This design comes from an exercise in tuning for small area, a short achievable clock period and few clock cycles on the open sky130 flow, not from production work. At most, simulation tests tie the RTL to the original design; equivalence was not proved.

==> flow/design.v (excerpt) <==
module stepstick_motion (
    input  wire        clk,
    input  wire        rst,           
    input  wire        cmd_valid,
    output wire        cmd_ready,
    input  wire [1:0]  cmd_op,
    input  wire [31:0] cmd_arg,
    output reg         rsp_valid,
    output wire [7:0]  rsp_status,
    output wire [47:0] rsp_data
);
clock: 7.0 ns
lec_check: 0
abc_area: 1
cap_margin: 30
core_margin: 2
core_utilization: 50
place_density: 0.7
setup_slack_margin: 3.5
slew_margin: 30
run.sh (not shown) runs the stock make flow with config.mk's settings and CLKGATE_MAP_FILE= SYNTH_SCRIPT=/design/flow/synth_recipe.tcl, a recipe that flattens the netlist after the stock synthesis.
Testbench counts at the start, summed over its fixed seeds: cycles 26,747.
Rerun with:
--- a/flow/design.v
+++ b/flow/design.v
@@ -169,12 +169,13 @@
     wire [18:0] Al  = mr[18:0];
     wire [7:0]  A3  = {ob, mr[31:25]};
     wire [23:0] q   = {C[35:19], S[35:29]};
     wire [5:0]  Rt  = S[28:23];
     wire [3:0]  Pt  = S[22:19];
     wire [18:0] Ls  = S[18:0];
+    wire [18:0] Lc  = C[18:0];
     wire [7:0]  A30 = {2'd0, At0} + {1'b0, At0, 1'b0};
     wire [5:0]  Atx = (st == S_FIRST) ? At0 : At;
     wire [7:0]  A3x = (st == S_FIRST) ? A30 : A3;
     wire [7:0]  Utn = tpn[1] ? (tpn[0] ? A3x : {1'b0, Atx, 1'b0}) : (tpn[0] ? {2'b0, Atx} : 8'd0);
     wire [8:0]  T9  = {1'b0, Rt, 2'b00} + {3'b0, Pt, 2'b00} + {1'b0, Ut};
     reg  [2:0]  ad;
@@ -186,20 +187,38 @@
         else if (T9 >= 9'd180) begin ad = 3'd4; atr = T9 - 9'd180; end
         else if (T9 >= 9'd135) begin ad = 3'd3; atr = T9 - 9'd135; end
         else if (T9 >= 9'd90)  begin ad = 3'd2; atr = T9 - 9'd90;  end
         else if (T9 >= 9'd45)  begin ad = 3'd1; atr = T9 - 9'd45;  end
         else                   begin ad = 3'd0; atr = T9[5:0];     end
     end
-    wire [21:0] lsum = {1'b0, Ls, 2'b00} + (tp[1] ? {2'd0, Al, 1'b0} : 22'd0)
-                     + (tp[0] ? {3'd0, Al} : 22'd0);
-    wire [3:0]  ptn = {1'b0, lsum[21:19]};
+    wire [22:0] o1  = {2'd0, Ls, 2'b00};
+    wire [22:0] o2  = {2'd0, Lc, 2'b00};
+    wire [22:0] o3  = tp[1] ? {3'd0, Al, 1'b0} : 23'd0;
+    wire [22:0] o4  = tp[0] ? {4'd0, Al} : 23'd0;
+    wire [22:0] x1  = o1 ^ o2 ^ o3;
+    wire [22:0] y1  = {((o1 & o2) | (o1 & o3) | (o2 & o3)), 1'b0};
+    wire [22:0] x2  = x1 ^ y1 ^ o4;
+    wire [22:0] y2  = {((x1 & y1) | (x1 & o4) | (y1 & o4)), 1'b0};
+    wire [3:0]  ptn = x2[22:19] + y2[22:19];
     wire [23:0] qa  = q + {21'd0, p, 2'b00};
     wire [23:0] qn  = {qa[21:0], ad[1:0]};
     wire [4:0]  dval = {1'b0, dif, 2'b00} + {3'd0, tpv} - {2'd0, dpv};
     wire [1:0]  dupd = pend ? ((dval >= 5'd3) ? 2'd3 : dval[1:0]) : dif;
-    wire [1:0]  u    = {1'b0, Ls[18]};
+    reg  [17:0] pg, pp_;
+    integer  lv, j;
+    always @(*) begin
+        pg  = Ls[17:0] & Lc[17:0];
+        pp_ = Ls[17:0] ^ Lc[17:0];
+        for (lv = 1; lv < 18; lv = lv * 2)
+            for (j = 17; j >= lv; j = j - 1) begin
+                pg[j]  = pg[j] | (pp_[j] & pg[j - lv]);
+                pp_[j] = pp_[j] & pp_[j - lv];
+            end
+    end
+    wire        c18  = pg[17];
+    wire [1:0]  u    = {(Ls[18] & Lc[18]) | ((Ls[18] ^ Lc[18]) & c18), Ls[18] ^ Lc[18] ^ c18};
     wire [6:0]  vt   = {1'b0, Rt} + {3'd0, Pt};
     wire        rnd  = (vt >= 7'd23) | ((u != 2'd0) & (vt >= 7'd22)) | ((u == 2'd3) & (vt >= 7'd21));
     wire [23:0] qb   = qa + 24'd1;
     wire        czero = (dupd == {1'b0, rnd});
     function sbit(input [15:0] s, input [5:0] k);
         sbit = k[5] ? 1'b0 : s[k[3:0]];
@@ -318,14 +337,14 @@
                             tp  <= tpn;
                             Ut  <= Utn;
                             cnt <= nb[4:1];
                             st  <= (snz && nb[4:1] != 4'd0) ? S_RUN : S_FIN;
                         end
                     end else if (st == S_RUN) begin
-                        S   <= {qn[6:0], atr, ptn, lsum[18:0]};
-                        C   <= {qn[23:7], 19'd0};
+                        S   <= {qn[6:0], atr, ptn, x2[18:0]};
+                        C   <= {qn[23:7], y2[18:0]};
                         p   <= ad[2];
                         dif <= dupd;
                         dpv <= ad;
                         tpv <= tp;
                         pend <= 1'b1;
                         ix  <= ixn;
Flip-flop and latch count does not change.
Design area shrinks by a few percent.
Cell count shrinks by a few percent.
Utilization shrinks by 3.0 points.
Worst setup slack got worse by 0.32 ns.
Wire length shrinks by a few percent.
Critical path depth grows by 7.
Synthesized cell count shrinks by a few percent.
Global-route usage grows by 0.23 points.
First-iteration DRC count shrinks by a few percent.
Synthesized area shrinks slightly.
Testbench counts after the change, summed over its fixed seeds: cycles 26,747.

========
== the reference run ==
Another version of the RTL of stepstick_motion (not shown whole).
Size in the first run: roughly 3200 cells after synthesis, about 210 flip-flops, about 95 I/O pins, ~28000 um2 of cells after synthesis.
==> flow/config.mk <==
export PLATFORM = sky130hd
export DESIGN_NAME = stepstick_motion
export DESIGN_NICKNAME = stepstick_motion
export VERILOG_FILES = /design/flow/design.v
export SDC_FILE = /design/flow/constraint.sdc
export NUM_CORES = 4
export LEC_CHECK = 0
export CAP_MARGIN = 20
export CORE_MARGIN = 2
export CORE_UTILIZATION = 40
export PLACE_DENSITY = 0.6
export SETUP_SLACK_MARGIN = 2.5
export SLEW_MARGIN = 20
==> flow/constraint.sdc <==
create_clock -name core_clock -period 7.0 [get_ports {clk}]
set_input_delay 1.4000 -clock core_clock [delete_from_list [all_inputs] [get_ports {clk}]]
set_output_delay 1.4000 -clock core_clock [all_outputs]
set_load 0.01 [all_outputs]
For the trial run, these inputs were changed with respect to the reference run:
--- a/flow/design.v
+++ b/flow/design.v
@@ -234,17 +234,13 @@
     wire [23:0] t3   = {1'b0, r4} - {1'b0, DV3};
     wire [1:0]  dd   = !t3[23] ? 2'd3 : !t2[23] ? 2'd2 : !t1[23] ? 2'd1 : 2'd0;
     wire [20:0] rn   = !t3[23] ? t3[20:0] : !t2[23] ? t2[20:0] : !t1[23] ? t1[20:0] : r4[20:0];
     wire [3:0]  msn  = (op == OP_INIT) ? 4'd8 : mr[3:0];
     wire [15:0] sv   = (op == OP_INIT) ? mr[15:0] : steps;
     always @(posedge clk) begin
-        if (rst) begin
-            rdy       <= 1'b1;
-            hs        <= 1'b0;
-            rsp_valid <= 1'b0;
-        end else begin
+        begin
             rsp_valid <= 1'b0;
             if (rdy) begin
                 op  <= cmd_op;
                 mr  <= (cmd_op == OP_ANGLE) ? {1'b0, hr1, hr2, cmd_arg[18:0]} : cmd_arg;
                 ob  <= 1'b0;
                 bd  <= bdec4({cmd_arg[7:0], 1'b0});
@@ -347,8 +343,13 @@
                         rsp_valid <= 1'b1; s2 <= 1'b0; s01 <= 1'b0; rdy <= 1'b1;
                     end
                 end
                 endcase
             end
         end
+        if (rst) begin
+            rdy       <= 1'b1;
+            hs        <= 1'b0;
+            rsp_valid <= 1'b0;
+        end
     end
 endmodule
==> results.txt <==
The horizontal extent of the die of the trial run falls short of that of the reference run by 1.2 um.
Against the reference run, the trial run reports a initial antenna violation count that is higher.
Re final design area excluding fillers: the trial run is 3.5% down on the reference run.
Between the reference run and the trial run, compound-gate portion of the synthesized area increased.
Number of clock buffers inserted by TritonCTS, the trial run and the reference run: higher on the trial run
Comparing the trial run and the reference run, the lower worst setup slack was measured on the reference run.
Re data arrival time of the critical path: the trial run is 0.18 ns down on the reference run.
As of the trial run, fmax had risen by a little under 10% compared to the reference run.
Re number of design-rule violations left by the first detailed-router iteration: the trial run and the reference run aren't equal, and the higher value belongs to the reference run.
Synthesized-area fraction occupied by and/or/nand/nor cells: the trial run higher than the reference run
Testbench counts of the trial run, summed over its fixed seeds: cycles 26,747.
Only the layout flow was run in the reference run; the RTL was not checked for function there.

port drivers added, routing unchanged:
The flow's constraints put no driver on any port. The routed layouts listed below were extracted and timed again, unchanged, in two steps.
Step 1 assumes that a clkbuf_16 drives the clock port and a buf_2 every other input.
Step 2 times the ports against the registers' clock, not the clock port: input delays grow and output delays shrink by t, the midpoint of the rising clock arrivals with the driver on.
Three values: ideal, step 1, step 2; two values: the first two.
run	t, ns	slack for setup (ns)	latest minus earliest clock arrival (ns)	worst register clock-pin slew, ns
the first run of note 1	0.636	2.989 / 2.989 / 2.989	0.018 / 0.018	0.06 / 0.06
the second run of note 1	0.647	2.669 / 2.669 / 2.669	0.014 / 0.015	0.07 / 0.07
the reference run	0.643	2.103 / 2.103 / 2.103	0.025 / 0.026	0.07 / 0.07
the trial run	0.653	2.446 / 2.446 / 2.446	0.018 / 0.018	0.07 / 0.07
After both steps setup and hold are still met in every run listed.
